Context: an optimization exercise on an open-source flow, tuned for small area, a short achievable clock period and few clock cycles. The choices shown serve that exercise and are no tape-out recipe.
Function was checked by simulation only, so behaviour that the tests miss may differ from the original.
Power is estimated from default activity; no workload was simulated.

run a:
==> flow/design.v <==
module ia_alu (
    input  wire [2:0] op,
    input  wire [7:0] a,       
    input  wire [7:0] x,       
    output reg  [7:0] r,
    output wire       c,
    output wire       v,
    output reg        z,
    output wire       n
);
    wire       sub = op[0];
    wire [7:0] y   = sub ? ~x : x;
    wire [8:0] s   = {1'b0, a} + {1'b0, y} + {8'd0, sub};
    wire       x0  = (x == 8'h00);
    wire       x80 = (x == 8'h80);
    assign c = s[8] & ~(sub & x0);
    assign v = (sub & x80) ? a[7] : ((a[7] == y[7]) && (s[7] != a[7]));
    wire [7:0] ax   = a ^ x;
    wire [7:0] aox  = a | x;
    wire       zadd = ~ax[0] && (ax[7:1] == aox[6:0]);
    always @(*) begin
        case (op)
            3'd0: begin r = s[7:0]; z = zadd; end
            3'd1: begin r = s[7:0]; z = (a == x); end
            3'd2: begin r = a & x;  z = ((a & x) == 8'h00); end
            3'd3: begin r = a | x;  z = (aox == 8'h00); end
            3'd4: begin r = a ^ x;  z = (ax == 8'h00); end
            default: begin r = ~a;  z = (a == 8'hff); end
        endcase
    end
    assign n = r[7];
endmodule
module ia_mem (
    input  wire       clk,
    input  wire       we,
    input  wire [5:0] waddr,
    input  wire [7:0] wdata,
    input  wire [5:0] raddr,
    output wire [7:0] rdata
);
    reg [7:0] mem [0:63];
    always @(posedge clk)
        if (we) mem[waddr] <= wdata;
    assign rdata = mem[raddr];
endmodule
module ia_cpu (
    input  wire       clk,
    input  wire       rst,           
    input  wire       load_we,       
    input  wire [7:0] load_addr,     
    input  wire [7:0] load_data,
    output wire [7:0] mem_rdata,     
    input  wire       start,         
    output wire       halted,
    output wire       fault,
    output wire [7:0] acc,
    output wire [7:0] pc,
    output wire [3:0] status,        
    output wire       out_valid,
    output wire [7:0] out_data,
    input  wire       out_ready,
    input  wire       in_valid,
    input  wire [7:0] in_data,
    output wire       in_ready
);
    localparam [1:0] S_IDLE = 2'd0, S_RUN = 2'd1, S_HALT = 2'd2;
    localparam [1:0] C_M = 2'd0, C_I = 2'd1, C_O = 2'd2;
    reg [1:0]  run;
    reg        fault_r;
    reg [1:0]  cyc;          
    reg [7:0]  pc_r;         
    reg [7:0]  acc_r;
    reg [3:0]  st;           
    reg [13:0] ir;           
    reg        irv;          
    reg [3:0]  oop;          
    reg        oload;        
    reg [5:0]  ra0, ra1, ra2, ra3;   
    reg [1:0]  wsel;         
    reg [1:0]  osel;         
    reg        pfj;          
    reg        pw_v;         
    reg [7:0]  pw_a, pw_d;
    wire running = (run == S_RUN);
    wire cm = (cyc == C_M);
    wire ci = (cyc == C_I);
    wire co = (cyc == C_O);
    wire [5:0] rd0 = running ? ra0 : load_addr[7:2];
    wire [5:0] rd1 = running ? ra1 : load_addr[7:2];
    wire [5:0] rd2 = running ? ra2 : load_addr[7:2];
    wire [5:0] rd3 = running ? ra3 : load_addr[7:2];
    wire [7:0] q0, q1, q2, q3;
    ia_mem u_b0 (.clk(clk), .we(pw_v && pw_a[1:0] == 2'd0), .waddr(pw_a[7:2]), .wdata(pw_d), .raddr(rd0), .rdata(q0));
    ia_mem u_b1 (.clk(clk), .we(pw_v && pw_a[1:0] == 2'd1), .waddr(pw_a[7:2]), .wdata(pw_d), .raddr(rd1), .rdata(q1));
    ia_mem u_b2 (.clk(clk), .we(pw_v && pw_a[1:0] == 2'd2), .waddr(pw_a[7:2]), .wdata(pw_d), .raddr(rd2), .rdata(q2));
    ia_mem u_b3 (.clk(clk), .we(pw_v && pw_a[1:0] == 2'd3), .waddr(pw_a[7:2]), .wdata(pw_d), .raddr(rd3), .rdata(q3));
    function [7:0] pick(input [1:0] s, input [7:0] a0, input [7:0] a1, input [7:0] a2, input [7:0] a3);
        case (s)
            2'd0: pick = a0;
            2'd1: pick = a1;
            2'd2: pick = a2;
            default: pick = a3;
        endcase
    endfunction
    wire [7:0] wb0 = pick(wsel,        q0, q1, q2, q3);
    wire [7:0] wb1 = pick(wsel + 2'd1, q0, q1, q2, q3);
    wire [7:0] wb2 = pick(wsel + 2'd2, q0, q1, q2, q3);
    wire [7:0] wb3 = pick(wsel + 2'd3, q0, q1, q2, q3);
    wire [7:0] ob  = pick(running ? osel : load_addr[1:0], q0, q1, q2, q3);
    assign mem_rdata = ob;
    reg [5:0] ra_w;
    always @(*) begin
        case (pw_a[1:0])
            2'd0: ra_w = ra0;
            2'd1: ra_w = ra1;
            2'd2: ra_w = ra2;
            default: ra_w = ra3;
        endcase
    end
    wire [7:0] pc_r1  = pc_r + 8'd1;
    wire rd_haz = pw_v && (ra_w == pw_a[7:2]);                     
    wire ir_haz = pw_v && ci && (pw_a == pc_r || pw_a == pc_r1);   
    wire hold   = rd_haz || ir_haz;                                
    wire [13:0] mi   = {wb0, wb1[5:0]};
    wire [3:0]  op   = cm ? mi[13:10] : (ci ? ir[13:10] : oop);
    wire [1:0]  md   = cm ? mi[9:8]   : (ci ? ir[9:8]   : 2'b00);
    wire [7:0]  opnd = cm ? mi[7:0]   : ir[7:0];
    wire no_opnd  = (op == 4'd5) || (op >= 4'd13);
    wire bad      = !co && md[1];
    wire ind      = !co && md[0] && !no_opnd;    
    wire is_alu   = (op <= 4'd5);
    wire is_read  = (op == 4'd6);
    wire is_write = (op == 4'd7);
    wire is_goto  = (op == 4'd8);
    wire is_br    = (op >= 4'd9) && (op <= 4'd12);
    wire is_out   = (op == 4'd13);
    wire is_in    = (op == 4'd14);
    wire is_end   = (op == 4'd15);
    wire [1:0] br_sel   = op[1:0] - 2'd1;    
    wire       br_taken = st[br_sel];
    wire to_o = !bad && ((cm && (ind || is_read)) ||
                         (ci && ind && is_read) ||
                         (co && is_read && !oload));
    wire [7:0] x = (cm || (ci && !ind)) ? opnd : ob;
    wire ld   = !bad && !to_o && is_read;      
    wire done = !bad && !to_o;                 
    wire stall = (is_out && !out_ready) || (is_in && !in_valid);
    wire [7:0] alu_r;
    wire       alu_c, alu_v, alu_z, alu_n;
    ia_alu u_alu (.op(op[2:0]), .a(acc_r), .x(x),
                  .r(alu_r), .c(alu_c), .v(alu_v), .z(alu_z), .n(alu_n));
    wire [7:0] seq  = co ? pc_r : pc_r + 8'd2;      
    wire       jump = done && (is_goto || (is_br && br_taken));
    wire        usesop  = ci && (ind || is_read);
    wire        pf_hit  = usesop && (osel == wsel || osel == wsel + 2'd1);
    wire [13:0] ir_new  = cm ? {wb2, wb3[5:0]} : (ci ? {wb0, wb1[5:0]} : ir);
    wire        ir_ok   = cm ? !jump : (ci ? (!pf_hit && (pfj == jump)) : (irv && !jump));
    wire [3:0] nop      = ir_new[13:10];
    wire       n_noop   = (nop == 4'd5) || (nop >= 4'd13);
    wire       n_useop  = !ir_new[9] && ((ir_new[8] && !n_noop) || nop == 4'd6);
    wire [7:0] na       = ir_new[7:0];
    wire [1:0] nbsel    = nop[1:0] - 2'd1;
    wire       n_pfj    = (ir_new[9:8] == 2'b00) &&
                          ((nop == 4'd8) || ((nop >= 4'd9) && (nop <= 4'd12) && st[nbsel]));
    function [23:0] win(input [7:0] t);
        reg [5:0] i0, i1;
        begin
            i0 = t[7:2];
            i1 = t[7:2] + 6'd1;
            win = {(t[1:0] > 2'd3) ? i1 : i0,        
                   (t[1:0] > 2'd2) ? i1 : i0,        
                   (t[1:0] > 2'd1) ? i1 : i0,        
                   (t[1:0] > 2'd0) ? i1 : i0};       
        end
    endfunction
    wire [7:0]  t_m   = jump ? x : seq;
    wire [7:0]  t_f   = ((ci && pfj) ? ir[7:0] : seq) + 8'd2;
    wire [7:0]  t_i   = n_pfj ? na : t_f;
    wire [23:0] win_m = win(t_m);
    wire [23:0] win_i = win(t_i);
    wire [7:0] oa = cm ? opnd : ob;
    wire cpu_we = running && !hold && !stall && done && is_write;
    always @(posedge clk) begin
        if (rst) begin
            run     <= S_IDLE;
            fault_r <= 1'b0;
            cyc     <= C_M;
            pc_r    <= 8'd0;
            acc_r   <= 8'd0;
            st      <= 4'd0;
            ra0 <= 6'd0; ra1 <= 6'd0; ra2 <= 6'd0; ra3 <= 6'd0;
            wsel    <= 2'd0;
            osel    <= 2'd0;
            pw_v    <= 1'b0;
        end else begin
            pw_v <= cpu_we || ((run == S_IDLE) && load_we);
            pw_a <= running ? x : load_addr;
            pw_d <= running ? acc_r : load_data;
            if (run == S_IDLE) begin
                if (start) begin
                    run  <= S_RUN;
                    cyc  <= C_M;
                    ra0 <= 6'd0; ra1 <= 6'd0; ra2 <= 6'd0; ra3 <= 6'd0;
                    wsel <= 2'd0;
                end
            end else if (running && ir_haz) begin
                cyc  <= C_M;
                wsel <= pc_r[1:0];
                {ra3, ra2, ra1, ra0} <= win(pc_r);
            end else if (running && !rd_haz && !stall) begin
                if (bad) begin
                    run     <= S_HALT;
                    fault_r <= 1'b1;
                    pc_r    <= seq;
                end else if (done && is_end) begin
                    run     <= S_HALT;
                    pc_r    <= seq;
                end else begin
                    if (done && is_alu) begin
                        acc_r <= alu_r;
                        if (op[2:1] == 2'b00) st <= {alu_c, alu_v, alu_n, alu_z};
                        else                  st[1:0] <= {alu_n, alu_z};
                    end
                    if (done && is_in) acc_r <= in_data;
                    if (ld) acc_r <= ob;
                    ir  <= ir_new;
                    irv <= ir_ok;
                    if (to_o) begin
                        cyc   <= C_O;
                        pc_r  <= seq;
                        oop   <= op;
                        oload <= cm ? !ind : 1'b1;
                        osel  <= oa[1:0];
                        ra0 <= oa[7:2]; ra1 <= oa[7:2]; ra2 <= oa[7:2]; ra3 <= oa[7:2];
                    end else if (!ir_ok) begin
                        cyc   <= C_M;
                        pc_r  <= t_m;
                        wsel  <= t_m[1:0];
                        {ra3, ra2, ra1, ra0} <= win_m;
                    end else begin
                        cyc   <= C_I;
                        pc_r  <= t_m;
                        pfj   <= n_pfj;
                        wsel  <= t_i[1:0];
                        osel  <= na[1:0];
                        ra0 <= (n_useop && na[1:0] == 2'd0) ? na[7:2] : win_i[5:0];
                        ra1 <= (n_useop && na[1:0] == 2'd1) ? na[7:2] : win_i[11:6];
                        ra2 <= (n_useop && na[1:0] == 2'd2) ? na[7:2] : win_i[17:12];
                        ra3 <= (n_useop && na[1:0] == 2'd3) ? na[7:2] : win_i[23:18];
                    end
                end
            end
        end
    end
    wire go = running && !hold;
    assign halted    = (run == S_HALT);
    assign fault     = fault_r;
    assign acc       = acc_r;
    assign pc        = pc_r;
    assign status    = st;
    assign out_valid = go && ((cm && mi[13:9] == 5'b11010) || (ci && ir[13:9] == 5'b11010));
    assign out_data  = acc_r;
    assign in_ready  = go && ((cm && mi[13:9] == 5'b11100) || (ci && ir[13:9] == 5'b11100));
endmodule
export LEC_CHECK = 0
export CAP_MARGIN = 20
export CORE_MARGIN = 2
export CORE_UTILIZATION = 55
export PLACE_DENSITY = 0.65
export SLEW_MARGIN = 20
export SYNTH_HIERARCHICAL = 1
create_clock -name core_clock -period 8.0 [get_ports {clk}]
standard.sh (not shown) runs the stock make flow with config.mk's settings and CLKGATE_MAP_FILE= SYNTH_SCRIPT=/design/flow/synth_recipe.tcl, a recipe that flattens the netlist after the stock synthesis.
==> flow/flow/run.sh <==
#!/bin/bash
# The standard layout, step by step; timing repair after clock-tree synthesis
# and after global routing aims for 2 ns of setup slack on every violating
# endpoint (the floorplan and placement steps run with the default margin).
set -euo pipefail
bash standard.sh synth > synth.log 2>&1
bash standard.sh floorplan > floorplan.log 2>&1
bash standard.sh place > place.log 2>&1
export SETUP_SLACK_MARGIN=2.0
export TNS_END_PERCENT=100
bash standard.sh cts > cts.log 2>&1
bash standard.sh finish > finish.log 2>&1
Testbench counts of run a, summed over its fixed seeds: cycles 43,003.
#### Input delta (run b over run a)
--- a/flow/design.v
+++ b/flow/design.v
@@ -72,8 +72,10 @@
     reg [7:0]  acc_r;
     reg [3:0]  st;           
     reg [13:0] ir;           
     reg        irv;          
+    reg [13:0] ib;           
+    reg        ibv;          
     reg [3:0]  oop;          
     reg        oload;        
     reg [5:0]  ra0, ra1, ra2, ra3;   
     reg [1:0]  wsel;         
@@ -118,9 +120,12 @@
         endcase
     end
     wire [7:0] pc_r1  = pc_r + 8'd1;
     wire rd_haz = pw_v && (ra_w == pw_a[7:2]);                     
-    wire ir_haz = pw_v && ci && (pw_a == pc_r || pw_a == pc_r1);   
+    wire [7:0] pc_r2  = pc_r + 8'd2;
+    wire [7:0] pc_r3  = pc_r + 8'd3;
+    wire ir_haz = pw_v && ci && (pw_a == pc_r || pw_a == pc_r1 ||   
+                                 (ibv && !pfj && (pw_a == pc_r2 || pw_a == pc_r3)));
     wire hold   = rd_haz || ir_haz;                                
     wire [13:0] mi   = {wb0, wb1[5:0]};
     wire [3:0]  op   = cm ? mi[13:10] : (ci ? ir[13:10] : oop);
     wire [1:0]  md   = cm ? mi[9:8]   : (ci ? ir[9:8]   : 2'b00);
@@ -151,11 +156,18 @@
                   .r(alu_r), .c(alu_c), .v(alu_v), .z(alu_z), .n(alu_n));
     wire [7:0] seq  = co ? pc_r : pc_r + 8'd2;      
     wire       jump = done && (is_goto || (is_br && br_taken));
     wire        usesop  = ci && (ind || is_read);
-    wire        pf_hit  = usesop && (osel == wsel || osel == wsel + 2'd1);
-    wire [13:0] ir_new  = cm ? {wb2, wb3[5:0]} : (ci ? {wb0, wb1[5:0]} : ir);
-    wire        ir_ok   = cm ? !jump : (ci ? (!pf_hit && (pfj == jump)) : (irv && !jump));
+    wire        h0_ok   = !usesop || !(osel == wsel || osel == wsel + 2'd1);
+    wire        h1_ok   = !usesop ||  (osel == wsel || osel == wsel + 2'd1);
+    wire [13:0] h0      = {wb0, wb1[5:0]};
+    wire [13:0] h1      = {wb2, wb3[5:0]};
+    wire        from_ib = ci && !pfj && ibv;
+    wire [13:0] ir_new  = cm ? h1 : (ci ? (from_ib ? ib : h0) : ir);
+    wire        ir_ok   = cm ? !jump :
+                          (ci ? ((pfj == jump) && (from_ib || h0_ok)) : (irv && !jump));
+    wire [13:0] ib_new  = ci ? (from_ib ? h0 : h1) : ib;
+    wire        ib_ok   = ci ? (from_ib ? h0_ok : h1_ok) : (co && ibv);
     wire [3:0] nop      = ir_new[13:10];
     wire       n_noop   = (nop == 4'd5) || (nop >= 4'd13);
     wire       n_useop  = !ir_new[9] && ((ir_new[8] && !n_noop) || nop == 4'd6);
     wire [7:0] na       = ir_new[7:0];
@@ -173,9 +185,10 @@
                    (t[1:0] > 2'd0) ? i1 : i0};       
         end
     endfunction
     wire [7:0]  t_m   = jump ? x : seq;
-    wire [7:0]  t_f   = ((ci && pfj) ? ir[7:0] : seq) + 8'd2;
+    wire [7:0]  t_b   = (ci && pfj) ? ir[7:0] : seq;
+    wire [7:0]  t_f   = ib_ok ? t_b + 8'd4 : t_b + 8'd2;
     wire [7:0]  t_i   = n_pfj ? na : t_f;
     wire [23:0] win_m = win(t_m);
     wire [23:0] win_i = win(t_i);
     wire [7:0] oa = cm ? opnd : ob;
@@ -224,8 +237,10 @@
                     if (done && is_in) acc_r <= in_data;
                     if (ld) acc_r <= ob;
                     ir  <= ir_new;
                     irv <= ir_ok;
+                    ib  <= ib_new;
+                    ibv <= ib_ok;
                     if (to_o) begin
                         cyc   <= C_O;
                         pc_r  <= seq;
                         oop   <= op;
### Flow results
- Taking run a as the reference, in run b sum of routed wire segments on met1 increased 500 um, final instance area went up 670 um2, total power saw an increase, die area up 2800 um2.
- The total global routing track utilization in run b was higher than what run a gave.
Testbench counts of run b, summed over its fixed seeds: cycles 42,656.

-- what the ideal ports hide --
No port has a modelled driver above. Below, the same layouts with a new extraction and two added sets of constraints. Step 1 assumes that a clkbuf_16 drives the clock port and a buf_2 every other input. Step 2 adds t to the input delays and takes it off the output delays; t is the mean of the earliest and latest rising clock arrival at the registers after step 1. Input paths then give back, and output paths get back, about the clock's delay inside the block. Three values: no drivers, after step 1, after step 2; two values: the first two.
run | shift t [ns] | setup WS [ns] | worst slew at a driven data input, ns | pins driven straight from the clock port
run a | 0.927 | 1.338 / 1.336 / 0.455 | 0.06 | 1
run b | 0.943 | 1.294 / 1.237 / 0.422 | 0.12 | 1
After both steps setup and hold are still met in every run listed. For run a, which loses most, drivers alone change the setup slack by -0.002 ns; drivers and shift together by -0.883 ns.
